Context: an optimization exercise on an open-source flow, tuned for small area, a short achievable clock period and few clock cycles. The choices shown serve that exercise and are no tape-out recipe.
The RTL was checked by simulation tests, not by an equivalence proof against the original design.
No activity file was given, so power comes from the tool's default toggle rates.

--- flow/design.v ---
`default_nettype none
module gb_mbc_core (
    input  wire         clk,
    input  wire         rst,
    input  wire         cmd_valid,
    output wire         cmd_ready,
    input  wire [31:0]  cmd_word,
    output wire         res_valid,
    output wire [7:0]   res_status,
    output wire [31:0]  res_value,
    output wire [31:0]  res_aux,
    output wire         res_flag,
    output wire         res_hdr_valid,
    output wire [127:0] res_title,
    output wire [3:0]   res_mbc_type,
    output wire [1:0]   res_warn,
    output wire [15:0]  bus_addr,
    output wire         bus_set,
    output wire         bus_rd,
    output wire         bus_wr,
    output wire         bus_wait,
    output wire [7:0]   bus_wdata,
    input  wire         bus_ack,
    input  wire [7:0]   bus_rdata,
    input  wire         bus_err,
    output wire         out_valid,
    output wire [7:0]   out_data,
    input  wire         out_ready,
    output wire         in_req,
    input  wire         in_ack,
    input  wire [7:0]   in_data,
    input  wire         in_end,
    input  wire         in_fail
);
    localparam [3:0] ST_OK        = 4'h0;
    localparam [3:0] ST_BUSERR    = 4'h1;
    localparam [3:0] ST_UNSUP     = 4'h2;
    localparam [3:0] ST_FILEIO    = 4'h3;
    localparam [3:0] ST_ILLEGAL   = 4'h4;
    localparam [3:0] ST_NOSESSION = 4'h5;
    localparam [3:0] ST_FAULTED   = 4'h6;
    localparam [3:0] ST_ADDRUNSET = 4'h7;
    localparam [3:0] ST_CTRLWR    = 4'h8;
    localparam [3:0] ST_RAMNOTEN  = 4'h9;
    localparam [2:0] FAM_ROMONLY = 3'd0;
    localparam [2:0] FAM_MBC1    = 3'd1;
    localparam [2:0] FAM_MBC2    = 3'd2;
    localparam [2:0] FAM_MBC3    = 3'd3;
    localparam [2:0] FAM_MBC5    = 3'd4;
    localparam [4:0] OP_PARSE_HEADER    = 5'h01;
    localparam [4:0] OP_MAKE_ROM_READER = 5'h02;
    localparam [4:0] OP_ENABLE_RAM      = 5'h03;
    localparam [4:0] OP_DISABLE_RAM     = 5'h04;
    localparam [4:0] OP_SELECT_ROM_BANK = 5'h05;
    localparam [4:0] OP_SELECT_RAM_BANK = 5'h06;
    localparam [4:0] OP_SET_ADDR        = 5'h07;
    localparam [4:0] OP_READ_BYTE       = 5'h08;
    localparam [4:0] OP_WRITE_BYTE      = 5'h09;
    localparam [4:0] OP_ROM_SIZE        = 5'h0A;
    localparam [4:0] OP_ROM_STATUS      = 5'h0B;
    localparam [4:0] OP_ROM_READ        = 5'h0C;
    localparam [4:0] OP_RAM_DUMP        = 5'h0D;
    localparam [4:0] OP_RAM_RESTORE     = 5'h0E;
    localparam [4:0] OP_XLATE_ROM       = 5'h0F;
    localparam [4:0] OP_XLATE_RAM       = 5'h10;
    localparam [2:0] CK_EN     = 3'd0;   
    localparam [2:0] CK_DIS    = 3'd1;   
    localparam [2:0] CK_ROMSEL = 3'd2;   
    localparam [2:0] CK_RAMSEL = 3'd3;   
    localparam [2:0] CK_FIX    = 3'd4;   
    localparam [4:0] S_IDLE  = 5'd0;    
    localparam [4:0] S_CHK   = 5'd6;    
    localparam [4:0] S_EXEC  = 5'd1;    
    localparam [4:0] S_RES   = 5'd2;    
    localparam [4:0] S_HDR   = 5'd3;    
    localparam [4:0] S_HDONE = 5'd4;    
    localparam [4:0] S_CW    = 5'd5;    
    localparam [4:0] S_BRD   = 5'd7;    
    localparam [4:0] S_W1    = 5'd8;    
    localparam [4:0] S_WR    = 5'd9;    
    localparam [4:0] S_W2    = 5'd10;   
    localparam [4:0] S_RCHK  = 5'd11;   
    localparam [4:0] S_RRD   = 5'd12;   
    localparam [4:0] S_DRAIN = 5'd13;   
    localparam [4:0] S_FRD   = 5'd14;   
    localparam [4:0] S_BANK  = 5'd15;   
    localparam [4:0] S_DRD   = 5'd16;   
    localparam [4:0] S_TIN   = 5'd17;   
    localparam [2:0] A_HDR0 = 3'd0;     
    localparam [2:0] A_HINC = 3'd1;     
    localparam [2:0] A_CW   = 3'd2;     
    localparam [2:0] A_IMM  = 3'd3;     
    localparam [2:0] A_FIX  = 3'd4;     
    localparam [2:0] A_ROM  = 3'd5;     
    localparam [2:0] A_RAM  = 3'd6;     
    localparam [2:0] V_ZERO = 3'd0;
    localparam [2:0] V_CUR  = 3'd1;     
    localparam [2:0] V_RSZ  = 3'd2;     
    localparam [2:0] V_XL   = 3'd3;     
    localparam [2:0] V_BYTE = 3'd4;     
    localparam [3:0] U_OK  = 4'd0;
    localparam [3:0] U_N1  = 4'd1;
    localparam [3:0] U_N2  = 4'd2;
    localparam [3:0] U_N3  = 4'd3;
    localparam [3:0] U_E0  = 4'd4;
    localparam [3:0] U_ED  = 4'd5;
    localparam [3:0] U_F0  = 4'd6;
    localparam [3:0] U_F4  = 4'd7;
    localparam [3:0] U_BAD = 4'd8;
    reg  [4:0]   state;
    reg  [4:0]   op;             
    reg          op_hi;          
    reg  [23:0]  imm_r;          
    reg  [3:0]   status;
    reg          xgo;            
    reg          xeos;           
    reg          flag_r;
    reg          hdrv_r;
    reg          crdy;
    reg          rvld;
    reg          ph_ready;       
    reg          ph_fault;       
    reg  [15:0]  a_r;            
    reg          addr_valid;
    reg          set_r, rd_r, wr_r, wt_r;
    reg  [7:0]   wd_r;
    reg          ir_r;
    reg          ifail;
    reg  [2:0]   s_fam;
    reg  [3:0]   s_romc;         
    reg  [2:0]   s_ramc;         
    reg  [8:0]   rom_bank;
    reg          ram_en;
    reg  [23:0]  cursor;
    reg          eos;
    reg  [127:0] title_r;
    reg  [3:0]   h_type;
    reg          h_unrec;
    reg  [3:0]   h_romc;
    reg  [2:0]   h_ramc;
    reg  [3:0]   utf_st;
    reg          h_utfbad;
    reg  [2:0]   ck;
    reg  [1:0]   step;
    reg  [23:0]  cnt;            
    reg  [7:0]   od;             
    reg          ov;
    reg  [7:0]   sk;             
    reg          sv;
    assign cmd_ready     = crdy;
    assign res_valid     = rvld;
    assign res_status    = {4'd0, status};
    assign res_value     = {8'd0, cnt};
    assign res_aux       = {14'd0, imm_r[17:0]};
    assign res_flag      = flag_r;
    assign res_hdr_valid = hdrv_r;
    assign res_title     = title_r;
    assign res_mbc_type  = h_type;
    assign res_warn      = {h_unrec, h_utfbad};
    assign bus_addr  = a_r;
    assign bus_set   = set_r;
    assign bus_rd    = rd_r;
    assign bus_wr    = wr_r;
    assign bus_wait  = wt_r;
    assign bus_wdata = wd_r;
    assign out_valid = ov;
    assign out_data  = od;
    assign in_req    = ir_r;
    reg illegal;
    always @(*) begin
        if (op_hi)
            illegal = 1'b1;
        else case (op)
            OP_PARSE_HEADER, OP_MAKE_ROM_READER, OP_ENABLE_RAM, OP_DISABLE_RAM,
            OP_READ_BYTE, OP_ROM_SIZE, OP_ROM_STATUS, OP_RAM_DUMP, OP_RAM_RESTORE:
                illegal = (imm_r != 24'd0);
            OP_WRITE_BYTE:
                illegal = (imm_r[23:8] != 16'd0);
            OP_SELECT_ROM_BANK, OP_SELECT_RAM_BANK, OP_SET_ADDR:
                illegal = (imm_r[23:16] != 8'd0);
            OP_ROM_READ, OP_XLATE_ROM, OP_XLATE_RAM:
                illegal = 1'b0;
            default:
                illegal = 1'b1;
        endcase
    end
    wire op_hdr  = (op == OP_PARSE_HEADER) || (op == OP_MAKE_ROM_READER);
    wire op_rr   = (op == OP_ROM_READ);
    wire op_dump = (op == OP_RAM_DUMP);
    wire op_rest = (op == OP_RAM_RESTORE);
    wire op_data = op_rr || op_dump || op_rest;
    function [4:0] ram_banks_of;
        input [2:0] c;
        begin
            case (c)
                3'd1:    ram_banks_of = 5'd1;
                3'd2:    ram_banks_of = 5'd4;
                3'd3:    ram_banks_of = 5'd8;
                3'd4:    ram_banks_of = 5'd16;
                default: ram_banks_of = 5'd0;
            endcase
        end
    endfunction
    wire f_mbc1 = (s_fam == FAM_MBC1);
    wire f_mbc2 = (s_fam == FAM_MBC2);
    wire f_mbc3 = (s_fam == FAM_MBC3);
    wire f_mbc5 = (s_fam == FAM_MBC5);
    wire f_none = (s_fam == FAM_ROMONLY);
    wire s_bankable = f_mbc1 || f_mbc3 || f_mbc5;
    wire [4:0] s_nb = ram_banks_of(s_ramc);
    wire s_nsel = s_bankable && (s_ramc != 3'd1);                         
    wire s_bad  = s_nsel && (s_ramc == 3'd3 || s_ramc == 3'd4) && !f_mbc5;   
    wire s_big  = (s_romc >= 4'd5) && (s_romc <= 4'd8);                   
    function rom_bad;
        input [15:0] n;
        reg          fam_bad, sz_bad;
        integer      j;
        begin
            if (f_mbc1 || f_mbc3)  fam_bad = (n[15:7] != 9'd0);
            else if (f_mbc2)       fam_bad = (n[15:4] != 12'd0);
            else if (f_mbc5)       fam_bad = (n[15:9] != 7'd0);
            else                   fam_bad = (n[15:1] != 15'd0);
            sz_bad = 1'b1;
            for (j = 0; j <= 8; j = j + 1)
                if (s_romc == j) sz_bad = ((n >> (j + 1)) != 16'd0);
            rom_bad = fam_bad || sz_bad;
        end
    endfunction
    wire [15:0] sel_rom_n   = (imm_r[15:0] == 16'd0) ? 16'd1 : imm_r[15:0];
    wire [9:0]  rd_rom_n    = cursor[23:14];
    wire        rom_sel_bad = rom_bad(sel_rom_n);
    wire        rd_sel_bad  = rom_bad({6'd0, rd_rom_n});
    reg ram_sel_bad;
    always @(*) begin
        case (s_ramc)
            3'd1:    ram_sel_bad = (imm_r[15:0] != 16'd0);
            3'd2:    ram_sel_bad = (imm_r[15:2] != 14'd0);
            3'd3:    ram_sel_bad = f_mbc5 ? (imm_r[15:3] != 13'd0) : (imm_r[15:2] != 14'd0);
            3'd4:    ram_sel_bad = f_mbc5 ? (imm_r[15:4] != 12'd0) : (imm_r[15:2] != 14'd0);
            default: ram_sel_bad = 1'b1;
        endcase
        if (!s_bankable) ram_sel_bad = 1'b1;
    end
    wire addr_in_ram = (a_r[15:13] == 3'b101);
    reg at_end;
    reg xr_flag, xm_flag;
    integer i;
    always @(*) begin
        at_end  = 1'b1;
        xr_flag = 1'b0;
        for (i = 0; i <= 8; i = i + 1)
            if (s_romc == i) begin
                at_end  = cursor[15 + i];
                xr_flag = ((imm_r >> (15 + i)) == 24'd0);    
            end
        case (s_ramc)                                       
            3'd1:    xm_flag = (imm_r[23:13] == 11'd0);
            3'd2:    xm_flag = (imm_r[23:15] == 9'd0);
            3'd3:    xm_flag = (imm_r[23:16] == 8'd0);
            3'd4:    xm_flag = (imm_r[23:17] == 7'd0);
            default: xm_flag = 1'b0;
        endcase
    end
    reg  [3:0] d_type;
    reg        d_unrec;
    always @(*) begin
        d_unrec = 1'b0;
        case (bus_rdata)
            8'h00: d_type = 4'd0;
            8'h01: d_type = 4'd1;
            8'h02: d_type = 4'd2;
            8'h03: d_type = 4'd3;
            8'h05: d_type = 4'd4;
            8'h06: d_type = 4'd5;
            8'h11: d_type = 4'd6;
            8'h12: d_type = 4'd7;
            8'h13: d_type = 4'd8;
            8'h19: d_type = 4'd9;
            8'h1A: d_type = 4'd10;
            8'h1B: d_type = 4'd11;
            default: begin
                d_type  = 4'd0;
                d_unrec = 1'b1;
            end
        endcase
    end
    reg [2:0] d_ramc;
    always @(*) begin
        case (bus_rdata)
            8'h02:   d_ramc = 3'd1;
            8'h03:   d_ramc = 3'd2;
            8'h04:   d_ramc = 3'd4;
            8'h05:   d_ramc = 3'd3;
            default: d_ramc = 3'd0;
        endcase
        if (h_type == 4'd0) d_ramc = 3'd0;
    end
    reg [3:0] utf_next;
    always @(*) begin
        utf_next = U_BAD;
        case (utf_st)
            U_OK: begin
                if (bus_rdata < 8'h80)                              utf_next = U_OK;
                else if (bus_rdata >= 8'hC2 && bus_rdata <= 8'hDF)  utf_next = U_N1;
                else if (bus_rdata == 8'hE0)                        utf_next = U_E0;
                else if (bus_rdata == 8'hED)                        utf_next = U_ED;
                else if (bus_rdata >= 8'hE1 && bus_rdata <= 8'hEF)  utf_next = U_N2;
                else if (bus_rdata == 8'hF0)                        utf_next = U_F0;
                else if (bus_rdata >= 8'hF1 && bus_rdata <= 8'hF3)  utf_next = U_N3;
                else if (bus_rdata == 8'hF4)                        utf_next = U_F4;
                else                                                utf_next = U_BAD;
            end
            U_N1: utf_next = (bus_rdata[7:6] == 2'b10) ? U_OK : U_BAD;
            U_N2: utf_next = (bus_rdata[7:6] == 2'b10) ? U_N1 : U_BAD;
            U_N3: utf_next = (bus_rdata[7:6] == 2'b10) ? U_N2 : U_BAD;
            U_E0: utf_next = (bus_rdata >= 8'hA0 && bus_rdata <= 8'hBF) ? U_N1 : U_BAD;
            U_ED: utf_next = (bus_rdata >= 8'h80 && bus_rdata <= 8'h9F) ? U_N1 : U_BAD;
            U_F0: utf_next = (bus_rdata >= 8'h90 && bus_rdata <= 8'hBF) ? U_N2 : U_BAD;
            U_F4: utf_next = (bus_rdata >= 8'h80 && bus_rdata <= 8'h8F) ? U_N2 : U_BAD;
            default: utf_next = U_BAD;
        endcase
    end
    reg [2:0] h_fam;
    always @(*) begin
        case (h_type)
            4'd1, 4'd2, 4'd3:   h_fam = FAM_MBC1;
            4'd4, 4'd5:         h_fam = FAM_MBC2;
            4'd6, 4'd7, 4'd8:   h_fam = FAM_MBC3;
            4'd9, 4'd10, 4'd11: h_fam = FAM_MBC5;
            default:            h_fam = FAM_ROMONLY;
        endcase
    end
    wire [6:0] hidx = a_r[6:0];    
    wire [8:0] cw_rom_n = op_rr ? rd_rom_n[8:0] : sel_rom_n[8:0];
    wire [3:0] cw_ram_n = (op == OP_SELECT_RAM_BANK) ? imm_r[3:0] : cnt[16:13];
    reg  [1:0] cw_len;
    reg  [7:0] cw_ahi;           
    reg  [7:0] cw_data;
    always @(*) begin
        cw_len  = 2'd0;
        cw_ahi  = 8'h00;
        cw_data = 8'h00;
        case (ck)
            CK_EN: begin
                cw_data = 8'h0A;
                cw_len  = f_none ? 2'd0 : 2'd1;
            end
            CK_DIS: begin
                cw_len  = f_none ? 2'd0 : 2'd1;
            end
            CK_FIX: begin
                cw_ahi  = 8'h60;
                cw_data = 8'h01;
                cw_len  = 2'd1;
            end
            CK_ROMSEL: begin
                if (f_mbc1) begin
                    if (s_big) begin
                        cw_len = 2'd3;
                        case (step)
                            2'd0:    begin cw_ahi = 8'h60; cw_data = 8'h00; end
                            2'd1:    begin cw_ahi = 8'h20; cw_data = {3'd0, cw_rom_n[4:0]}; end
                            default: begin cw_ahi = 8'h40; cw_data = {6'd0, cw_rom_n[6:5]}; end
                        endcase
                    end else begin
                        cw_len  = 2'd1;
                        cw_ahi  = 8'h20;
                        cw_data = {3'd0, cw_rom_n[4:0]};
                    end
                end else if (f_mbc2) begin
                    cw_len  = 2'd1;
                    cw_ahi  = 8'h21;
                    cw_data = {4'd0, cw_rom_n[3:0]};
                end else if (f_mbc3) begin
                    cw_len  = 2'd1;
                    cw_ahi  = 8'h20;
                    cw_data = {1'b0, cw_rom_n[6:0]};
                end else if (f_mbc5) begin
                    cw_len = 2'd2;
                    if (step == 2'd0) begin
                        cw_ahi  = 8'h20;
                        cw_data = cw_rom_n[7:0];
                    end else begin
                        cw_ahi  = 8'h30;
                        cw_data = {7'd0, cw_rom_n[8]};
                    end
                end
            end
            default: begin   
                if (f_mbc1) begin
                    cw_len = 2'd2;
                    if (step == 2'd0) begin
                        cw_ahi  = 8'h60;
                        cw_data = 8'h01;
                    end else begin
                        cw_ahi  = 8'h40;
                        cw_data = {6'd0, cw_ram_n[1:0]};
                    end
                end else if (f_mbc3) begin
                    cw_len  = 2'd1;
                    cw_ahi  = 8'h40;
                    cw_data = {6'd0, cw_ram_n[1:0]};
                end else if (f_mbc5) begin
                    cw_len  = 2'd1;
                    cw_ahi  = 8'h40;
                    cw_data = {4'd0, cw_ram_n[3:0]};
                end
            end
        endcase
    end
    wire req       = rd_r || wr_r || wt_r;
    wire ack       = bus_ack && req;
    wire berr      = bus_err && (rd_r || wr_r);
    wire ack_ok    = ack && !berr;
    wire iack      = in_ack && ir_r;
    wire ifail_now = iack && in_end && in_fail;
    wire taken     = ov && out_ready;
    wire streaming = (state == S_RRD) || (state == S_DRD);
    wire push      = rd_r && bus_ack && !bus_err && streaming;
    wire room      = !((sv || (push && ov)) && !taken);
    wire        rr_last = (imm_r == 24'd1);             
    wire        rr_bnd  = (cursor[13:0] == 14'h3FFF);   
    wire        x_last  = (cnt[12:0] == 13'h1FFF);      
    wire        pf      = op_rest && !x_last;           
    reg [3:0] c_st;
    reg       c_nop;
    always @(*) begin
        c_st  = ST_OK;
        c_nop = 1'b0;
        if (illegal) begin
            c_st = ST_ILLEGAL;
        end else if (ph_fault) begin
            c_st = ST_FAULTED;
        end else if (!ph_ready && !op_hdr) begin
            c_st = ST_NOSESSION;
        end else begin
            case (op)
                OP_SELECT_ROM_BANK: if (rom_sel_bad) c_st = ST_UNSUP;
                OP_SELECT_RAM_BANK: if (ram_sel_bad) c_st = ST_UNSUP;
                OP_READ_BYTE: begin
                    if (!addr_valid)                 c_st = ST_ADDRUNSET;
                    else if (addr_in_ram && !ram_en) c_st = ST_RAMNOTEN;
                end
                OP_WRITE_BYTE: begin
                    if (!addr_valid)                 c_st = ST_ADDRUNSET;
                    else if (!a_r[15])               c_st = ST_CTRLWR;
                    else if (addr_in_ram && !ram_en) c_st = ST_RAMNOTEN;
                end
                OP_ROM_READ:    c_nop = (imm_r == 24'd0) || at_end;
                OP_RAM_DUMP:    if (s_bad) c_st = ST_UNSUP;
                OP_RAM_RESTORE: begin
                    if (s_ramc == 3'd0) c_nop = 1'b1;
                    else if (s_bad)     c_st = ST_UNSUP;
                end
                default: ;
            endcase
        end
    end
    reg  [4:0] nstate;
    reg        go_res;           
    reg        iss_set, iss_rd, iss_wr, iss_wt, iss_in;
    reg        a_ld;
    reg  [2:0] a_sel;
    reg        wd_cw, wd_imm, wd_in;
    reg        cnt_clr, cnt_inc, cnt_ld;
    reg  [2:0] v_sel;
    reg        cur_inc;
    reg        imm_dec, imm_zero, aux_st, aux_xl, aux_hdr;
    reg        st_ld;
    reg  [3:0] st_val;
    reg        fault;
    reg        flag_ld;
    reg        flag_val;
    reg        hdr_done;
    reg        ck_ld;
    reg  [2:0] ck_val;
    reg        step_inc;
    reg        title_sh;
    reg        hdr_cap;
    reg        ramen_ld, ramen_val;
    reg        rombank_ld;
    reg        eos_set;
    always @(*) begin
        nstate     = state;
        go_res     = 1'b0;
        iss_set    = 1'b0;
        iss_rd     = 1'b0;
        iss_wr     = 1'b0;
        iss_wt     = 1'b0;
        iss_in     = 1'b0;
        a_ld       = 1'b0;
        a_sel      = A_ROM;
        wd_cw      = 1'b0;
        wd_imm     = 1'b0;
        wd_in      = 1'b0;
        cnt_clr    = 1'b0;
        cnt_inc    = 1'b0;
        cnt_ld     = 1'b0;
        v_sel      = V_ZERO;
        cur_inc    = 1'b0;
        imm_dec    = 1'b0;
        imm_zero   = 1'b0;
        aux_st     = 1'b0;
        aux_xl     = 1'b0;
        aux_hdr    = 1'b0;
        st_ld      = 1'b0;
        st_val     = ST_OK;
        fault      = 1'b0;
        flag_ld    = 1'b0;
        flag_val   = 1'b0;
        hdr_done   = 1'b0;
        ck_ld      = 1'b0;
        ck_val     = CK_EN;
        step_inc   = 1'b0;
        title_sh   = 1'b0;
        hdr_cap    = 1'b0;
        ramen_ld   = 1'b0;
        ramen_val  = 1'b0;
        rombank_ld = 1'b0;
        eos_set    = 1'b0;
        case (state)
            S_IDLE: begin
                if (cmd_valid) nstate = S_CHK;
            end
            S_CHK: begin
                nstate = S_EXEC;
                st_ld  = 1'b1;
                st_val = c_st;
            end
            S_RES: begin
                nstate = S_IDLE;
            end
            S_EXEC: begin
                cnt_clr  = 1'b1;
                imm_zero = 1'b1;
                flag_ld  = 1'b1;
                go_res   = 1'b1;
                if (xgo) begin
                    case (op)
                        OP_PARSE_HEADER, OP_MAKE_ROM_READER: begin
                            go_res  = 1'b0;
                            nstate  = S_HDR;
                            a_ld    = 1'b1;
                            a_sel   = A_HDR0;
                            iss_set = 1'b1;
                            iss_rd  = 1'b1;
                        end
                        OP_ENABLE_RAM, OP_DISABLE_RAM: begin
                            go_res = 1'b0;
                            nstate = S_CW;
                            ck_ld  = 1'b1;
                            ck_val = (op == OP_ENABLE_RAM) ? CK_EN : CK_DIS;
                        end
                        OP_SELECT_ROM_BANK: begin
                            go_res   = 1'b0;
                            imm_zero = 1'b0;
                            nstate   = S_CW;
                            ck_ld    = 1'b1;
                            ck_val   = CK_ROMSEL;
                        end
                        OP_SELECT_RAM_BANK: begin
                            go_res   = 1'b0;
                            imm_zero = 1'b0;
                            nstate   = S_CW;
                            ck_ld    = 1'b1;
                            ck_val   = CK_RAMSEL;
                        end
                        OP_SET_ADDR: begin
                            a_ld    = 1'b1;
                            a_sel   = A_IMM;
                            iss_set = 1'b1;
                        end
                        OP_READ_BYTE: begin
                            go_res = 1'b0;
                            nstate = S_BRD;
                            iss_rd = 1'b1;
                        end
                        OP_WRITE_BYTE: begin
                            wd_imm = 1'b1;
                            go_res = 1'b0;
                            if (addr_in_ram) begin
                                nstate = S_W1;
                                iss_wt = 1'b1;
                            end else begin
                                nstate = S_WR;
                                iss_wr = 1'b1;
                            end
                        end
                        OP_ROM_SIZE: begin
                            cnt_ld = 1'b1;
                            v_sel  = V_RSZ;
                        end
                        OP_ROM_STATUS: begin
                            cnt_ld   = 1'b1;
                            v_sel    = V_CUR;
                            imm_zero = 1'b0;
                            aux_st   = 1'b1;
                            flag_val = eos;
                        end
                        OP_ROM_READ: begin
                            go_res   = 1'b0;
                            imm_zero = 1'b0;
                            nstate   = S_RCHK;
                        end
                        OP_RAM_DUMP: begin
                            go_res = 1'b0;
                            nstate = S_CW;
                            ck_ld  = 1'b1;
                            ck_val = CK_EN;
                        end
                        OP_RAM_RESTORE: begin
                            go_res = 1'b0;
                            if (f_mbc2) begin
                                nstate  = S_FRD;
                                a_ld    = 1'b1;
                                a_sel   = A_FIX;
                                iss_set = 1'b1;
                                iss_rd  = 1'b1;
                            end else begin
                                nstate = S_CW;
                                ck_ld  = 1'b1;
                                ck_val = f_mbc1 ? CK_FIX : CK_EN;
                            end
                        end
                        OP_XLATE_ROM, OP_XLATE_RAM: begin
                            cnt_ld   = 1'b1;
                            v_sel    = V_XL;
                            imm_zero = 1'b0;
                            aux_xl   = 1'b1;
                            flag_val = (op == OP_XLATE_ROM) ? xr_flag : xm_flag;
                        end
                        default: ;
                    endcase
                end
                eos_set = xeos;
            end
            S_HDR: begin
                if (ack) begin
                    if (berr) begin
                        fault = 1'b1;
                    end else begin
                        hdr_cap  = 1'b1;
                        title_sh = (hidx >= 7'h34) && (hidx <= 7'h43);
                        if (hidx == 7'h4F) begin
                            nstate = S_HDONE;
                        end else begin
                            a_ld    = 1'b1;
                            a_sel   = A_HINC;
                            iss_set = 1'b1;
                            iss_rd  = 1'b1;
                        end
                    end
                end
            end
            S_HDONE: begin
                hdr_done = 1'b1;
                cnt_ld   = 1'b1;
                v_sel    = V_RSZ;
                aux_hdr  = 1'b1;
                flag_ld  = 1'b1;
                flag_val = h_unrec || (utf_st != U_OK);
                go_res   = 1'b1;
            end
            S_CW: begin
                if (wr_r) begin
                    if (ack) begin
                        if (berr)
                            fault = 1'b1;
                        else
                            step_inc = 1'b1;
                    end
                end else if (step != cw_len) begin
                    a_ld    = 1'b1;
                    a_sel   = A_CW;
                    wd_cw   = 1'b1;
                    iss_set = 1'b1;
                    iss_wr  = 1'b1;
                end else begin
                    case (ck)
                        CK_EN, CK_DIS: begin
                            ramen_ld  = 1'b1;
                            ramen_val = (ck == CK_EN);
                            if (ck == CK_EN && op_data)
                                nstate = S_BANK;
                            else if (ck == CK_DIS && op_dump)
                                nstate = S_DRAIN;
                            else
                                go_res = 1'b1;
                        end
                        CK_ROMSEL: begin
                            rombank_ld = 1'b1;
                            if (op_rr) begin
                                nstate  = S_RRD;
                                a_ld    = 1'b1;
                                a_sel   = A_ROM;
                                iss_set = room;
                                iss_rd  = room;
                            end else begin
                                imm_zero = 1'b1;
                                go_res   = 1'b1;
                            end
                        end
                        CK_RAMSEL: begin
                            if (op_dump) begin
                                nstate  = S_DRD;
                                a_ld    = 1'b1;
                                a_sel   = A_RAM;
                                iss_set = room;
                                iss_rd  = room;
                            end else if (op_rest) begin
                                nstate = S_TIN;
                                iss_in = 1'b1;
                            end else begin
                                imm_zero = 1'b1;
                                go_res   = 1'b1;
                            end
                        end
                        default: begin   
                            ck_ld  = 1'b1;
                            ck_val = CK_EN;
                        end
                    endcase
                end
            end
            S_BRD: begin
                if (ack) begin
                    if (berr) begin
                        fault = 1'b1;
                    end else begin
                        cnt_ld = 1'b1;
                        v_sel  = V_BYTE;
                        go_res = 1'b1;
                    end
                end
            end
            S_W1: begin
                if (ack) begin
                    nstate = S_WR;
                    iss_wr = 1'b1;
                end
            end
            S_WR: begin
                if (ack) begin
                    if (berr) begin
                        fault = 1'b1;
                    end else if (op_rest || addr_in_ram) begin
                        nstate = S_W2;
                        iss_wt = 1'b1;
                        iss_in = pf;
                    end else begin
                        go_res = 1'b1;
                    end
                end
            end
            S_W2: begin
                wd_in = 1'b1;
                if ((!wt_r || ack) && (!ir_r || iack)) begin
                    if (!op_rest) begin
                        go_res = 1'b1;
                    end else begin
                        cnt_inc = 1'b1;
                        if (!pf) begin
                            nstate = S_BANK;
                        end else if (ifail || ifail_now) begin
                            st_ld  = 1'b1;
                            st_val = ST_FILEIO;
                            go_res = 1'b1;
                        end else begin
                            nstate  = S_W1;
                            a_ld    = 1'b1;
                            a_sel   = A_RAM;
                            iss_set = 1'b1;
                            iss_wt  = 1'b1;
                        end
                    end
                end
            end
            S_RCHK: begin
                if (at_end) begin
                    imm_zero = 1'b1;
                    nstate   = S_DRAIN;
                end else if (cursor[13:0] == 14'd0 && rd_rom_n != 10'd0) begin
                    if (rd_sel_bad) begin
                        st_ld    = 1'b1;
                        st_val   = ST_UNSUP;
                        imm_zero = 1'b1;
                        nstate   = S_DRAIN;
                    end else begin
                        nstate = S_CW;
                        ck_ld  = 1'b1;
                        ck_val = CK_ROMSEL;
                    end
                end else begin
                    nstate  = S_RRD;
                    a_ld    = 1'b1;
                    a_sel   = A_ROM;
                    iss_set = room;
                    iss_rd  = room;
                end
            end
            S_RRD: begin
                if (rd_r) begin
                    if (ack) begin
                        if (berr) begin
                            fault = 1'b1;
                        end else begin
                            cur_inc = 1'b1;
                            cnt_inc = 1'b1;
                            imm_dec = 1'b1;
                            if (rr_last) begin
                                imm_zero = 1'b1;
                                nstate   = S_DRAIN;
                            end else if (rr_bnd) begin
                                nstate = S_RCHK;
                            end else begin
                                a_ld    = 1'b1;
                                a_sel   = A_ROM;
                                iss_set = room;
                                iss_rd  = room;
                            end
                        end
                    end
                end else begin
                    iss_set = room;
                    iss_rd  = room;
                end
            end
            S_DRAIN: begin
                if (!sv && (!ov || taken)) go_res = 1'b1;
            end
            S_FRD: begin
                if (ack) begin
                    if (berr) begin
                        fault = 1'b1;
                    end else begin
                        nstate = S_CW;
                        ck_ld  = 1'b1;
                        ck_val = CK_EN;
                    end
                end
            end
            S_BANK: begin
                if (cnt[17:13] == s_nb) begin
                    nstate = S_CW;
                    ck_ld  = 1'b1;
                    ck_val = CK_DIS;
                end else if (s_nsel) begin
                    nstate = S_CW;
                    ck_ld  = 1'b1;
                    ck_val = CK_RAMSEL;
                end else if (op_dump) begin
                    nstate  = S_DRD;
                    a_ld    = 1'b1;
                    a_sel   = A_RAM;
                    iss_set = room;
                    iss_rd  = room;
                end else begin
                    nstate = S_TIN;
                    iss_in = 1'b1;
                end
            end
            S_DRD: begin
                if (rd_r) begin
                    if (ack) begin
                        if (berr) begin
                            fault = 1'b1;
                        end else begin
                            cnt_inc = 1'b1;
                            if (x_last) begin
                                nstate = S_BANK;
                            end else begin
                                a_ld    = 1'b1;
                                a_sel   = A_RAM;
                                iss_set = room;
                                iss_rd  = room;
                            end
                        end
                    end
                end else begin
                    iss_set = room;
                    iss_rd  = room;
                end
            end
            S_TIN: begin
                wd_in = 1'b1;
                if (iack) begin
                    if (ifail_now) begin
                        st_ld  = 1'b1;
                        st_val = ST_FILEIO;
                        go_res = 1'b1;
                    end else begin
                        nstate  = S_W1;
                        a_ld    = 1'b1;
                        a_sel   = A_RAM;
                        iss_set = 1'b1;
                        iss_wt  = 1'b1;
                    end
                end
            end
            default: begin
                nstate = S_IDLE;
            end
        endcase
        if (fault) begin
            st_ld    = 1'b1;
            st_val   = ST_BUSERR;
            imm_zero = 1'b1;
            if (op_data)
                nstate = S_DRAIN;
            else
                go_res = 1'b1;
        end
        if (go_res) nstate = S_RES;
    end
    wire [23:0] cursor_d = cur_inc ? cursor + 24'd1 : cursor;
    wire [23:0] cnt_d    = cnt_inc ? cnt + 24'd1 : cnt;
    reg [15:0] a_val;
    always @(*) begin
        case (a_sel)
            A_HDR0:  a_val = 16'h0100;
            A_HINC:  a_val = {9'h002, hidx + 7'd1};
            A_CW:    a_val = {cw_ahi, 8'h00};
            A_IMM:   a_val = imm_r[15:0];
            A_FIX:   a_val = 16'h0134;
            A_ROM:   a_val = {1'b0, (cursor_d[23:14] != 10'd0), cursor_d[13:0]};
            default: a_val = {3'b101, cnt_d[12:0]};
        endcase
    end
    wire [3:0]  rsz_code = (state == S_HDONE) ? h_romc : s_romc;
    reg  [23:0] v_val;
    always @(*) begin
        case (v_sel)
            V_CUR:   v_val = cursor;
            V_RSZ:   v_val = (rsz_code <= 4'd8) ? (24'h008000 << rsz_code) : 24'd0;
            V_XL:    v_val = op[4] ? {13'd0, imm_r[23:13]} : {14'd0, imm_r[23:14]};
            V_BYTE:  v_val = {16'd0, bus_rdata};
            default: v_val = 24'd0;
        endcase
    end
    always @(posedge clk) begin
        if (rst) begin
            state      <= S_IDLE;
            crdy       <= 1'b1;
            rvld       <= 1'b0;
            ph_ready   <= 1'b0;
            ph_fault   <= 1'b0;
            addr_valid <= 1'b0;
            set_r      <= 1'b0;
            rd_r       <= 1'b0;
            wr_r       <= 1'b0;
            wt_r       <= 1'b0;
            ir_r       <= 1'b0;
            ov         <= 1'b0;
            sv         <= 1'b0;
        end else begin
            state <= nstate;
            crdy  <= (nstate == S_IDLE);
            rvld  <= go_res;
            set_r <= iss_set;
            rd_r  <= iss_rd || (rd_r && !bus_ack);
            wr_r  <= iss_wr || (wr_r && !bus_ack);
            wt_r  <= iss_wt || (wt_r && !bus_ack);
            ir_r  <= iss_in || (ir_r && !in_ack);
            if (set_r) addr_valid <= 1'b1;
            if (fault || st_ld && st_val == ST_FILEIO) ph_fault <= 1'b1;
            if (hdr_done && op == OP_MAKE_ROM_READER) ph_ready <= 1'b1;
            if (sv) begin
                if (taken) sv <= 1'b0;
            end else if (push) begin
                if (!ov || taken)
                    ov <= 1'b1;
                else
                    sv <= 1'b1;
            end else if (taken) begin
                ov <= 1'b0;
            end
        end
    end
    always @(posedge clk) begin
        if (state == S_IDLE) begin
            op    <= cmd_word[28:24];
            op_hi <= (cmd_word[31:29] != 3'd0);
        end
        if (state == S_IDLE)
            imm_r <= cmd_word[23:0];
        else if (imm_zero)
            imm_r[17:0] <= 18'd0;
        else if (imm_dec)
            imm_r <= imm_r - 24'd1;
        else if (aux_st)
            imm_r[17:0] <= {9'd0, rom_bank};
        else if (aux_xl) begin
            if (op[4])
                imm_r[17:13] <= 5'b00101;
            else
                imm_r[17:14] <= {3'b000, (imm_r[23:14] != 10'd0)};
        end else if (aux_hdr) begin
            case (h_ramc)
                3'd1:    imm_r[17:13] <= 5'b00001;
                3'd2:    imm_r[17:13] <= 5'b00100;
                3'd3:    imm_r[17:13] <= 5'b01000;
                3'd4:    imm_r[17:13] <= 5'b10000;
                default: imm_r[17:13] <= 5'b00000;
            endcase
        end
        if (cnt_ld)
            cnt <= v_val;
        else if (cnt_clr)
            cnt <= 24'd0;
        else
            cnt <= cnt_d;
        if (st_ld) status <= st_val;
        if (state == S_CHK) begin
            xgo  <= (c_st == ST_OK) && !c_nop;
            xeos <= (c_st == ST_OK) && (op == OP_ROM_READ) && (imm_r != 24'd0) && at_end;
        end
        if (flag_ld) flag_r <= flag_val;
        if (state == S_CHK) hdrv_r <= 1'b0;
        if (hdr_done) hdrv_r <= 1'b1;
        if (a_ld) a_r <= a_val;
        if (wd_cw)
            wd_r <= cw_data;
        else if (wd_imm)
            wd_r <= imm_r[7:0];
        else if (wd_in && iack && !ifail_now)
            wd_r <= in_end ? 8'hFF : in_data;
        if (state == S_WR) ifail <= 1'b0;
        if (wd_in && ifail_now) ifail <= 1'b1;
        if (ck_ld) begin
            ck   <= ck_val;
            step <= 2'd0;
        end else if (step_inc)
            step <= step + 2'd1;
        if (sv) begin
            if (taken) od <= sk;
        end else if (push) begin
            if (!ov || taken)
                od <= bus_rdata;
            else
                sk <= bus_rdata;
        end
        if (state == S_CHK) utf_st <= U_OK;
        if (title_sh) begin
            title_r <= {bus_rdata, title_r[127:8]};
            utf_st  <= utf_next;
        end
        if (hdr_cap && hidx == 7'h47) begin
            h_type  <= d_type;
            h_unrec <= d_unrec;
        end
        if (hdr_cap && hidx == 7'h48) h_romc <= (bus_rdata <= 8'h08) ? bus_rdata[3:0] : 4'hF;
        if (hdr_cap && hidx == 7'h49) h_ramc <= d_ramc;
        if (hdr_done) h_utfbad <= (utf_st != U_OK);
        if (hdr_done && op == OP_MAKE_ROM_READER) begin
            s_fam  <= h_fam;
            s_romc <= h_romc;
            s_ramc <= h_ramc;
        end
        if (hdr_done && op == OP_MAKE_ROM_READER)
            rom_bank <= 9'd1;
        else if (rombank_ld)
            rom_bank <= cw_rom_n;
        if (hdr_done && op == OP_MAKE_ROM_READER)
            ram_en <= 1'b0;
        else if (ramen_ld)
            ram_en <= ramen_val;
        if (hdr_done && op == OP_MAKE_ROM_READER)
            cursor <= 24'd0;
        else
            cursor <= cursor_d;
        if (hdr_done && op == OP_MAKE_ROM_READER)
            eos <= 1'b0;
        else if (eos_set)
            eos <= 1'b1;
    end
endmodule
`default_nettype wire
--- flow/flow/run.sh ---
#!/bin/bash
# The standard layout (standard.sh), with one change: the buffers that
# buffer_ports puts on every input and output port are buf_1 cells instead of
# the delay cells it picks by default; timing repair resizes them as needed.
set -euo pipefail
export BUFFER_PORTS_ARGS="-buffer_cell sky130_fd_sc_hd__buf_1"
bash standard.sh > standard.log 2>&1
--- flow/standard.sh ---
#!/bin/bash
# synth_recipe.tcl (not shown) runs the flow's synth.tcl, then flattens the netlist and writes it again
# the make line also repeats each setting of config.mk as NAME=value (left out here)
make -C /OpenROAD-flow-scripts/flow DESIGN_CONFIG=/design/flow/config.mk WORK_HOME=/design/flow/orfs CLKGATE_MAP_FILE= SYNTH_SCRIPT=/design/flow/synth_recipe.tcl "${@:-finish}"
--- flow/config.mk ---
export PLATFORM = sky130hd
export DESIGN_NAME = gb_mbc_core
export DESIGN_NICKNAME = gb_mbc_core
export VERILOG_FILES = /design/flow/design.v
export SDC_FILE = /design/flow/constraint.sdc
export NUM_CORES = 4
export LEC_CHECK = 0
export CAP_MARGIN = 20
export CORE_MARGIN = 2
export CORE_UTILIZATION = 40
export CTS_BUF_LIST = sky130_fd_sc_hd__clkbuf_4 sky130_fd_sc_hd__clkbuf_8
export CTS_CLUSTER_DIAMETER = 60
export CTS_CLUSTER_SIZE = 12
export SETUP_SLACK_MARGIN = 4.5
export SLEW_MARGIN = 20
--- flow/constraint.sdc ---
create_clock -name core_clock -period 8.0 [get_ports {clk}]
set_input_delay 1.6000 -clock core_clock [delete_from_list [all_inputs] [get_ports {clk}]]
set_output_delay 1.6000 -clock core_clock [all_outputs]
set_load 0.01 [all_outputs]
==> summary.txt, run 1 <==
Reg clk slew, reported paths = 0.08 ns
reg2reg setup slack = 4.58 ns
Tcrit/Tclk final = 0.434
Area Overhead vs Synth = 14.7%
Clk Tree Root Cell = clkbuf_8
most common cell after layout, fill and taps aside = buf_1
vias in the first global route = 14600
wire per inst = 24.4 um
share of cells above drive strength 1 = 0.110
GRT Util Overall = 0.272
# rows = 77
CP max-delay cell = nor4_1
hold path depth = 0
worst-skew pair later-pin latency = 0.64 ns
initial antenna violation count = 0
Placed Area = 19000 um2
fillcell total = 4302
leading area contributor after synthesis = edfxtp_1
drt total wl = 64.7 mm
Die H = 214 um
worst vdd ir = 148 uV
R2R Path End = crdy$_SDFF_PP1_
DRT iter0 DRCs = 1832
Hold Path End = title_r[77]$_DFFE_PP_
setup violators final = 0
slack of the critical path = 4.53 ns
Pwr per Cell Area = 215 nW/um2
TritonRoute pass-1 iters = 6
Mapped Area = 17700 um2
critical path fanouts, max = 10
Seq cells post-synth = 315
total CTS buffers = 37
Final Util = 0.462
DRC Markers = 0
Fmax = 288 MHz
asr flop ratio synth = 0
largest delay contributor family on the critical path = simple AND/OR/NAND/NOR gates
run status = timing/DRC/antenna clean
top layer in use = met4
clock tree sinks = 315
Slew headroom = 0.281
input/output buffers = 278
layout net count = 2107
grt ovf = 0
Final Critical Period = 3.47 ns
first-pass GRT wire length = 95.2 mm
placed wire-length estimate = 47.9 mm
DR WL met3 = 5.33 mm
crit end category = register
hold crit path type = reg2reg
Fin Clk Skew = 0.0346 ns
CTS Buffer Depth = 3
vias after detailed routing = 15800
hold path start = title_r[85]$_DFFE_PP_
non-filler cells, final = 2649
Critical Path AT = 3.99 ns
routability congestion estimate from global placement = 0.957
setup TNS = 0 ns
Cell variety after synth = 106
Area contributors post-synth = edfxtp_1, dfxtp_1, nand2_1, nor2_1, o21ai_0
highest-count cells in the layout ignoring fill and taps = buf_1, edfxtp_1, nand2_1, nor2_1, o21ai_0
most used cell, CP = o21ai_1
main flop type after synthesis = edfxtp_1
pre-CTS setup slack = 3.42 ns
synth warn = 1
initial core utilization = 0.403
Critical Path Max Stage Delay = 0.47 ns
TritonCTS clock tree = done
worst setup path start = bus_err
Post-Place Cells = 2544
core area = 43900 um2
maxcap violations = 0
Ports = 305
Die Area = 46000 um2
Met1 Wirelength = 26.9 mm
final antenna-violating net count = 0
worst r2r path cells = 8
Post-synth EDFFs = 246
required time of the critical path = 8.52 ns
final hold viol count = 0
die extent in x = 214 um
# H-tree levels = 2
CP bufs+invs = 1
Max Slew Vio Count = 0
final instance area = 20300 um2
Slew @ Worst Pin = 1.08 ns
cells along the critical path = buf_1 -> o21ai_1 -> nand3_1 -> o21ai_1 -> o211ai_1 -> nor4_1 -> o31ai_1 -> o2bb2ai_1 -> nor4_2
Post-Synthesis Cells = 1784
post-synth top area share = 0.417
Mean Syn Cell Area = 9.93 um2
Seq/Total Area, Yosys = 0.495
startpoint class of the critical path = input port
leakage = 6.88 nW
DR vias/cell = 5.96
met2 wire length = 30.1 mm
r2r startpoint = op[2]$_DFFE_PP_
unrepaired setup endpoints after global routing = true
Crit Path Class = in2reg
CTS Hold Buffers Added = 0
pin count of the biggest net entering global routing = 74
## kinds of logic after synthesis
kind of cell,after synthesis,share of synthesized area
other cells,1,0.000212
buf+inv,205,0.0559
fa+ha+maj,18,0.0124
simple gates,695,0.207
mux,35,0.0203
compound gates,431,0.168
flops,315,0.495
xor+xnor,84,0.0415
## routing by layer
metal  up-vias  GRT usage
li1       7099          -
met1      7765      0.371
met2       777      0.433
met3       139     0.0465
met4         0      0.107
met5         -          0
## power by group
part	switching, mW	internal [mW]	total, mW
logic	0.633	0.332	0.966
clock network	0.663	0.559	1.22
registers	0.298	1.89	2.19
total	1.59	2.78	4.38
## how the worst max path moves through the flow
stage                           end  slack [ns]  cells past startpoint
2_1_floorplan  title_r[0]$_DFFE_PP_        3.63                      5
3_3_place_gp       a_r[9]$_DFFE_PP_        3.48                      7
3_5_place_dp      a_r[13]$_DFFE_PP_        3.42                      7
4_1_cts             crdy$_SDFF_PP1_        4.40                      8
5_1_grt             crdy$_SDFF_PP1_        4.46                      8
6_report            crdy$_SDFF_PP1_        4.53                      9
## repair_timing
item / 4_1_cts / 5_1_grt
resized for setup: 25 / 27
endpoints found under the setup margin: 167 / 162
setup buffers: 15 / 28
pin swaps: 4 / 6
gates cloned: 0 / 1
## through the flow
stage | total power, mW | hold slack, ns
final | 4.38 | 0.445
after floorplan | 2.76 | 0.416
after CTS | 4.35 | 0.440
after global placement | 3.11 | 0.428
after detailed placement | 3.11 | 0.429
after global routing | 4.54 | 0.450
## registers in the layout, indices dropped and copies added (netlist names), 5 cells and up
name / cells
cursor: 24
cnt: 24
title_r: 128
imm_r: 24
sk: 8
state: 5
a_r: 16
wd_r: 8
od: 8
op: 5
rom_bank: 9
## final cells by class
class	count	area, um2	share of cell area
Sequential cell	315	8780	0.432
Antenna cell	1	2.50	0.000123
Inverter	49	188	0.00924
Tap cell	592	741	0.0365
Clock inverter	14	173	0.00850
Clock buffer	46	577	0.0284
Timing Repair Buffer	342	1550	0.0761
Multi-Input combinational cell	1290	8310	0.409
## synthesized netlist by cell type, types with 7 or more instances
| master | instances |
|---|---|
| mux2_2 | 8 |
| o41ai_1 | 8 |
| and2_1 | 9 |
| o211ai_1 | 15 |
| xnor2_1 | 43 |
| o22ai_1 | 18 |
| buf_2 | 24 |
| clkbuf_1 | 76 |
| dfxtp_1 | 69 |
| xor2_1 | 41 |
| a31oi_1 | 22 |
| a211o_1 | 8 |
| and3_1 | 13 |
| a21oi_1 | 79 |
| o31ai_1 | 21 |
| o221ai_1 | 13 |
| nand3b_1 | 14 |
| nand2b_1 | 34 |
| inv_1 | 49 |
| o311ai_0 | 7 |
| nand2_1 | 176 |
| nor3_1 | 50 |
| ha_1 | 15 |
| nor4_1 | 20 |
| a32oi_1 | 7 |
| a221oi_1 | 15 |
| a211oi_1 | 17 |
| edfxtp_1 | 246 |
| a22oi_1 | 15 |
| o21ai_0 | 103 |
| nor2b_1 | 29 |
| nor3b_1 | 20 |
| buf_4 | 49 |
| nand3_1 | 51 |
| nand4_1 | 24 |
| a21o_1 | 9 |
| mux2i_1 | 27 |
| nor2_1 | 165 |
| or3_1 | 17 |
| or4_1 | 10 |
Testbench counts, summed over its fixed seeds: cycles 918,856.
==> inputs of run 2 (changes only) <==
--- a/flow/design.v
+++ b/flow/design.v
@@ -123,7 +123,6 @@
     reg  [15:0]  a_r;            
     reg          addr_valid;
     reg          set_r, rd_r, wr_r, wt_r;
-    reg  [7:0]   wd_r;
     reg          ir_r;
     reg          ifail;
     reg  [2:0]   s_fam;
@@ -162,7 +161,7 @@
     assign bus_rd    = rd_r;
     assign bus_wr    = wr_r;
     assign bus_wait  = wt_r;
-    assign bus_wdata = wd_r;
+    assign bus_wdata = sk;
     assign out_valid = ov;
     assign out_data  = od;
     assign in_req    = ir_r;
@@ -330,7 +329,7 @@
             default:            h_fam = FAM_ROMONLY;
         endcase
     end
-    wire [6:0] hidx = a_r[6:0];    
+    wire [6:0] hidx = cnt[6:0];    
     wire [8:0] cw_rom_n = op_rr ? rd_rom_n[8:0] : sel_rom_n[8:0];
     wire [3:0] cw_ram_n = (op == OP_SELECT_RAM_BANK) ? imm_r[3:0] : cnt[16:13];
     reg  [1:0] cw_len;
@@ -644,6 +643,7 @@
                         if (hidx == 7'h4F) begin
                             nstate = S_HDONE;
                         end else begin
+                            cnt_inc = 1'b1;
                             a_ld    = 1'b1;
                             a_sel   = A_HINC;
                             iss_set = 1'b1;
@@ -670,11 +670,13 @@
                             step_inc = 1'b1;
                     end
                 end else if (step != cw_len) begin
-                    a_ld    = 1'b1;
-                    a_sel   = A_CW;
-                    wd_cw   = 1'b1;
-                    iss_set = 1'b1;
-                    iss_wr  = 1'b1;
+                    if (!sv) begin
+                        a_ld    = 1'b1;
+                        a_sel   = A_CW;
+                        wd_cw   = 1'b1;
+                        iss_set = 1'b1;
+                        iss_wr  = 1'b1;
+                    end
                 end else begin
                     case (ck)
                         CK_EN, CK_DIS: begin
@@ -905,10 +907,12 @@
             st_ld    = 1'b1;
             st_val   = ST_BUSERR;
             imm_zero = 1'b1;
-            if (op_data)
+            if (op_data) begin
                 nstate = S_DRAIN;
-            else
-                go_res = 1'b1;
+            end else begin
+                cnt_clr = 1'b1;
+                go_res  = 1'b1;
+            end
         end
         if (go_res) nstate = S_RES;
     end
@@ -918,7 +922,7 @@
     always @(*) begin
         case (a_sel)
             A_HDR0:  a_val = 16'h0100;
-            A_HINC:  a_val = {9'h002, hidx + 7'd1};
+            A_HINC:  a_val = {9'h002, cnt_d[6:0]};
             A_CW:    a_val = {cw_ahi, 8'h00};
             A_IMM:   a_val = imm_r[15:0];
             A_FIX:   a_val = 16'h0134;
@@ -1018,12 +1022,6 @@
         if (state == S_CHK) hdrv_r <= 1'b0;
         if (hdr_done) hdrv_r <= 1'b1;
         if (a_ld) a_r <= a_val;
-        if (wd_cw)
-            wd_r <= cw_data;
-        else if (wd_imm)
-            wd_r <= imm_r[7:0];
-        else if (wd_in && iack && !ifail_now)
-            wd_r <= in_end ? 8'hFF : in_data;
         if (state == S_WR) ifail <= 1'b0;
         if (wd_in && ifail_now) ifail <= 1'b1;
         if (ck_ld) begin
@@ -1038,7 +1036,12 @@
                 od <= bus_rdata;
             else
                 sk <= bus_rdata;
-        end
+        end else if (wd_cw)
+            sk <= cw_data;
+        else if (wd_imm)
+            sk <= imm_r[7:0];
+        else if (wd_in && iack && !ifail_now)
+            sk <= in_end ? 8'hFF : in_data;
         if (state == S_CHK) utf_st <= U_OK;
         if (title_sh) begin
             title_r <= {bus_rdata, title_r[127:8]};
--- a/flow/config.mk
+++ b/flow/config.mk
@@ -7,7 +7,7 @@
 export LEC_CHECK = 0
 export CAP_MARGIN = 20
 export CORE_MARGIN = 2
-export CORE_UTILIZATION = 40
+export CORE_UTILIZATION = 55
 export CTS_BUF_LIST = sky130_fd_sc_hd__clkbuf_4 sky130_fd_sc_hd__clkbuf_8
 export CTS_CLUSTER_DIAMETER = 60
 export CTS_CLUSTER_SIZE = 12
==> run 2 against run 1 <==
Non-clock buffer count is 15 higher. Critical path depth stayed put. Sequential power shrank 4%. Cell count is 7.0% lower. Utilization grew 17 points. Wire length down 4.5%. Clock skew fell by 0.00080 ns. Highest routed layer is now met5. Still clean on timing, DRC and antenna. Largest power group unchanged. Clock power shrank 9.8%.
==> summary.txt, run 2 <==
CP max-delay cell = or4_1
GRT Util Overall = 0.364
drt total wl = 61.8 mm
# H-tree levels = 2
Seq cells post-synth = 307
met2 Use GR = 0.575
routability congestion estimate from global placement = 1.02
input/output buffers = 278
clock tree sinks = 307
Placed Area = 18400 um2
layout net count = 2108
share of cells above drive strength 1 = 0.116
DRC Markers = 0
Critical Path AT = 3.73 ns
Ports = 305
asr flop ratio synth = 0
fillcell total = 2669
leakage = 6.63 nW
Die H = 182 um
crit end category = register
Mapped Area = 17400 um2
# rows = 65
TritonCTS clock tree = done
placed wire-length estimate = 46.0 mm
run status = timing/DRC/antenna clean
critical path fanouts, max = 8
die extent in x = 182 um
initial antenna violation count = 2
vias after detailed routing = 16000
CP bufs+invs = 0
vias in the first global route = 14500
Slew headroom = 0.251
highest-count cells in the layout ignoring fill and taps = buf_1, edfxtp_1, nor2_1, nand2_1, o21ai_0
DR vias/cell = 6.50
Post-synth EDFFs = 238
Critical Path Max Stage Delay = 0.52 ns
Seq/Total Area, Yosys = 0.491
Top reg by flops = title_r
Clk Tree Root Cell = clkbuf_8
most numerous cell in the Yosys netlist = edfxtp_1
Top Usage Layer GRT = met2
commonest cells in the synthesized netlist = edfxtp_1, nor2_1, nand2_1
initial core utilization = 0.554
final hold viol count = 0
most common cell after layout, fill and taps aside = buf_1
hold crit path type = reg2reg
Pwr Total = 4.41 mW
cells along the critical path = nor4_4 -> and4_4 -> nand2_2 -> a21boi_1 -> a211oi_1 -> a2111oi_2 -> or4_1 -> nor3_2 -> o31ai_1
Post-Synthesis Cells = 1769
final antenna-violating net count = 0
Slew @ Worst Pin = 1.11 ns
setup TNS = 0 ns
Mean Syn Cell Area = 9.81 um2
synth warn = 1
startpoint class of the critical path = register
setup violators final = 0
maxcap violations = 0
largest delay contributor family on the critical path = simple AND/OR/NAND/NOR gates
required time of the critical path = 8.25 ns
TritonRoute pass-1 iters = 6
Area contributors post-synth = edfxtp_1, dfxtp_1, nor2_1, nand2_1, o21ai_0
post-synth top area share = 0.412
Die Area = 33000 um2
grt ovf = 0
CTS Buffer Depth = 3
Fmax = 288 MHz
wire per inst = 25.1 um
Max Slew Vio Count = 0
total CTS buffers = 34
Reg clk slew, reported paths = 0.09 ns
pin count of the biggest net entering global routing = 50
Area Overhead vs Synth = 13.8%
Tcrit/Tclk final = 0.434
first-pass GRT wire length = 90.5 mm
max reg flops = 128
worst vdd ir = 250 uV
Fin Clk Skew = 0.0338 ns
worst-skew pair later-pin latency = 0.57 ns
core area = 31300 um2
Pwr per Cell Area = 223 nW/um2
Cell variety after synth = 104
DRT iter0 DRCs = 2189
leading area contributor after synthesis = edfxtp_1
met1 usage = 0.486
Ant. Diodes = 0
unrepaired setup endpoints after global routing = true
Final Critical Period = 3.48 ns
final instance area = 19700 um2
main flop type after synthesis = edfxtp_1
Crit Path Class = reg2reg
met3 GRT Util = 0.0630
==> run 2: cell types whose count changed after synthesis, moves of 7 or more <==
cell / before / now
nor2_1: 165 / 179
a21oi_1: 79 / 92
buf_2: 24 / 12
and2_1: 9 / 18
nand3b_1: 14 / 5
edfxtp_1: 246 / 238
o31ai_1: 21 / 13
o221ai_2: 0 / 7
xnor2_1: 43 / 36
==> run 2: path summary, 6_finish.rpt <==
check / start / cells after the start / slack [ns] / endpoint
max: imm_r[9]$_DFFE_PP_ / 9 / 4.52 / status[1]$_DFFE_PP_
min reg2reg: title_r[66]$_DFFE_PP_ / 0 / 0.44 / title_r[58]$_DFFE_PP_
max reg2reg: imm_r[9]$_DFFE_PP_ / 9 / 4.52 / status[1]$_DFFE_PP_
min: title_r[66]$_DFFE_PP_ / 0 / 0.44 / title_r[58]$_DFFE_PP_
==> run 2: cells by family after synthesis <==
group | count (synthesis) | synth area share
xor+xnor | 71 | 0.0358
mux | 40 | 0.0244
other cells | 1 | 0.000216
flops | 307 | 0.491
fa+ha+maj | 16 | 0.0113
buf+inv | 203 | 0.0581
simple gates | 699 | 0.210
compound gates | 432 | 0.169
==> run 2: final cells by class <==
class | count | area (um2) | share of cell area
sequential | 307 | 8530 | 0.432
multi-input combinational | 1284 | 8140 | 0.412
timing repair inverter | 1 | 5.00 | 0.000253
clock inverter | 7 | 66.3 | 0.00336
clock buffer | 53 | 629 | 0.0319
tap | 402 | 503 | 0.0255
inverter | 52 | 199 | 0.0101
timing repair buffer | 357 | 1680 | 0.0849
==> run 2: through the flow <==
| stage | util | std cells | hold slack, ns | setup WS, ns |
|---|---|---|---|---|
| 2_1_floorplan | - | 1794 | 0.437 | 3.42 |
| 3_3_place_gp | 0.588 | 2346 | 0.428 | 3.29 |
| 3_5_place_dp | 0.588 | 2346 | 0.432 | 3.22 |
| 4_1_cts | 0.616 | 2417 | 0.447 | 4.40 |
| 5_1_grt | 0.631 | 2463 | 0.457 | 4.47 |
| 6_report | 0.631 | 2463 | 0.444 | 4.52 |
==> run 2: power by group <==
group	leakage, nW	internal, mW	switching, mW	total [mW]
sequential	2.73	1.86	0.237	2.10
clock	0.370	0.514	0.587	1.10
combinational	3.53	0.411	0.801	1.21
==> run 2: layer usage <==
| layer | routed length [um] | vias up |
|---|---|---|
| li1 | - | 7038 |
| met2 | 27900 | 1134 |
| met5 | 30 | - |
| met1 | 23800 | 7631 |
| met4 | 3690 | 4 |
| met3 | 6380 | 214 |
==> run 2: repair_timing <==
item	CTS	global route
resized for setup	19	23
gates cloned	1	0
hold buffers	0	0
pin swaps	2	7
setup endpoints to repair	184	166
buffers inserted	10	45
Testbench counts of run 2, summed over its fixed seeds: cycles 918,856.
==> inputs of run 3 (changes only) <==
--- a/flow/config.mk
+++ b/flow/config.mk
@@ -7,7 +7,7 @@
 export LEC_CHECK = 0
 export CAP_MARGIN = 20
 export CORE_MARGIN = 2
-export CORE_UTILIZATION = 55
+export CORE_UTILIZATION = 40
 export CTS_BUF_LIST = sky130_fd_sc_hd__clkbuf_4 sky130_fd_sc_hd__clkbuf_8
 export CTS_CLUSTER_DIAMETER = 60
 export CTS_CLUSTER_SIZE = 12
==> run 3 against run 2 <==
Final area is 1.5% higher. Still clean. Die area is 37% higher. Worst hold slack worse by 0.024 ns. Area after synthesis stayed put. Sequential share of layout area is 0.63 points lower. Highest routed layer unchanged. Total power is 1.6% higher. Non-clock buffer count is 13 lower.
==> summary.txt, run 3 <==
run status = timing/DRC/antenna clean
Area Overhead vs Synth = 15.5%
wire per inst = 25.2 um
TritonCTS clock tree = done
main flop type after synthesis = edfxtp_1
Slew @ Worst Pin = 0.976 ns
initial core utilization = 0.404
max reg flops = 128
fillcell total = 4248
# H-tree levels = 2
Placed Area = 18600 um2
worst-skew pair later-pin latency = 0.64 ns
Seq/Total Area, Yosys = 0.491
Tcrit/Tclk final = 0.431
most numerous cell in the Yosys netlist = edfxtp_1
leading area contributor after synthesis = edfxtp_1
Crit Path Class = reg2reg
Final Critical Period = 3.45 ns
TritonRoute pass-1 iters = 7
final hold viol count = 0
final antenna-violating net count = 0
vias in the first global route = 14500
DRT iter0 DRCs = 1910
Net Sw Frac = 0.371
Pwr per Cell Area = 224 nW/um2
Die Area = 45100 um2
setup violators final = 0
setup TNS = 0 ns
grt ovf = 0
Clk Tree Root Cell = clkbuf_8
share of cells above drive strength 1 = 0.118
die extent in x = 212 um
Fmax = 290 MHz
initial antenna violation count = 1
Mean Syn Cell Area = 9.81 um2
Max Slew Vio Count = 0
unrepaired setup endpoints after global routing = true
crit end category = register
CTS Buffer Depth = 3
drt total wl = 66.5 mm
Critical Path AT = 3.84 ns
highest-count cells in the layout ignoring fill and taps = buf_1, edfxtp_1, nor2_1, nand2_1, o21ai_0
core area = 43000 um2
non-filler cells, final = 2640
final instance area = 20000 um2
vias after detailed routing = 15800
Area contributors post-synth = edfxtp_1, dfxtp_1, nor2_1, nand2_1, o21ai_0
# rows = 76
required time of the critical path = 8.39 ns
Post-Place Cells = 2528
first-pass GRT wire length = 96.4 mm
Ant. Diodes = 0
clock tree sinks = 307
Post-synth EDFFs = 238
combinational power share = 0.262
sequential share of power = 0.469
routability congestion estimate from global placement = 0.993
Reg clk slew, reported paths = 0.08 ns
post-synth top area share = 0.412
Die H = 212 um
DR vias/cell = 5.97
Fin Clk Skew = 0.0637 ns
Slew headroom = 0.350
total CTS buffers = 37
Top reg by flops = title_r
placed wire-length estimate = 50.8 mm
hold_ws = 0.419 ns
startpoint class of the critical path = register
hold crit path type = reg2reg
Cell variety after synth = 104
register area = 8530 um2
leakage = 6.64 nW
layout net count = 2097
most common cell after layout, fill and taps aside = buf_1
internal power = 2.82 mW
Post-Synthesis Cells = 1769
Multi-input gate area = 8190 um2
worst vdd ir = 218 uV
Seq cells post-synth = 307
Mapped Area = 17400 um2
Clock power frac = 0.269
pin count of the biggest net entering global routing = 72
input/output buffers = 278
GRT Util Overall = 0.290
DRC Markers = 0
Switching Power = 1.66 mW
CTS Hold Buffers Added = 0
commonest cells in the synthesized netlist = edfxtp_1, nor2_1, nand2_1
critical path fanouts, max = 8
maxcap violations = 0
synth warn = 1
Ports = 305
asr flop ratio synth = 0
-- run 3: cell counts after synthesis --
No cell type changed its count.
-- run 3: worst paths after layout --
path / startpoint / endpoint / slack, ns / cells after the start
worst max register to register: imm_r[1]$_DFFE_PP_ / status[1]$_DFFE_PP_ / 4.55 / 10
worst min register to register: title_r[14]$_DFFE_PP_ / title_r[6]$_DFFE_PP_ / 0.42 / 0
worst max-delay path: imm_r[1]$_DFFE_PP_ / status[1]$_DFFE_PP_ / 4.55 / 10
worst min-delay path: title_r[14]$_DFFE_PP_ / title_r[6]$_DFFE_PP_ / 0.42 / 0
-- run 3: timing repair --
item / in CTS / in global routing
setup endpoints to repair: 173 / 145
setup buffers: 9 / 35
pin swaps: 2 / 7
resized for setup: 22 / 36
gates cloned: 0 / 0
-- run 3: per-layer routing --
layer,global-route usage,vias up,part of all wire
li1,-,7027,-
met1,0.386,7666,0.41
met2,0.474,896,0.47
met3,0.0459,173,0.081
met4,0.120,2,0.043
met5,0,-,0.00020
-- run 3: area by class of cell --
type	instances	share of cell area
clock buffer	56	0.0328
clock inverter	12	0.00662
inverter	52	0.00993
multi-input combinational	1284	0.409
sequential	307	0.426
tap	585	0.0365
timing repair buffer	344	0.0796
-- run 3: worst max-delay path, cell delays in order, from the launching register on --
cell	delay [ns]
edfxtp_1	0.56
inv_1	0.20
ha_1	0.26
and2_1	0.21
nand2_2	0.23
a21boi_1	0.25
a211oi_1	0.10
a2111oi_1	0.65
or4_1	0.24
nor3_2	0.07
o31ai_1	0.46
-- run 3: cells by family after synthesis --
group / share of synthesized area
flops: 0.491
xor+xnor: 0.0358
compound gates: 0.169
buf+inv: 0.0581
simple gates: 0.210
other cells: 0.000216
fa+ha+maj: 0.0113
mux: 0.0244
-- run 3: per-stage QoR --
step / util / setup WS [ns] / power (mW)
after CTS: 0.456 / 4.34 / 4.41
after global placement: 0.433 / 3.17 / 3.18
after global routing: 0.466 / 4.46 / 4.65
final: 0.466 / 4.55 / 4.48
after detailed placement: 0.433 / 3.12 / 3.19
after floorplan: - / 3.42 / 2.81
-- run 3: power by group through the flow --
stage | Sequential, mW | Clock [mW] | Combinational, mW
2_1_floorplan | 2.00 | 0 | 0.816
3_3_place_gp | 2.15 | 0 | 1.03
5_1_grt | 2.11 | 1.29 | 1.25
3_5_place_dp | 2.17 | 0 | 1.02
6_report | 2.10 | 1.21 | 1.17
4_1_cts | 2.10 | 1.23 | 1.08

## separate check: timing with driven ports
How much do the figures lean on ideal ports? The routed layouts below were timed once more, with nothing changed but the port constraints. Step 1 assumes that a clkbuf_16 drives the clock port and a buf_2 every other input. Step 2 adds t to the input delays and takes it off the output delays; t is the mean of the earliest and latest rising clock arrival at the registers after step 1. Input paths then give back, and output paths get back, about the clock's delay inside the block. a / b / c = no drivers / after step 1 / after step 2; a / b = the first two.
run | t, ns | slack for setup (ns) | worst setup path after step 2 | cell pins on the clock port's net
run 1 | 0.678 | 4.531 / 4.540 / 3.862 | input to register | 1
run 2 | 0.603 | 4.524 / 4.524 / 3.962 | input to register | 1
run 3 | 0.653 | 4.550 / 4.550 / 3.974 | input to register | 1
After both steps every run listed still meets setup and hold. For run 1, which loses most, drivers alone change the setup slack by +0.009 ns; drivers and shift together by -0.669 ns.
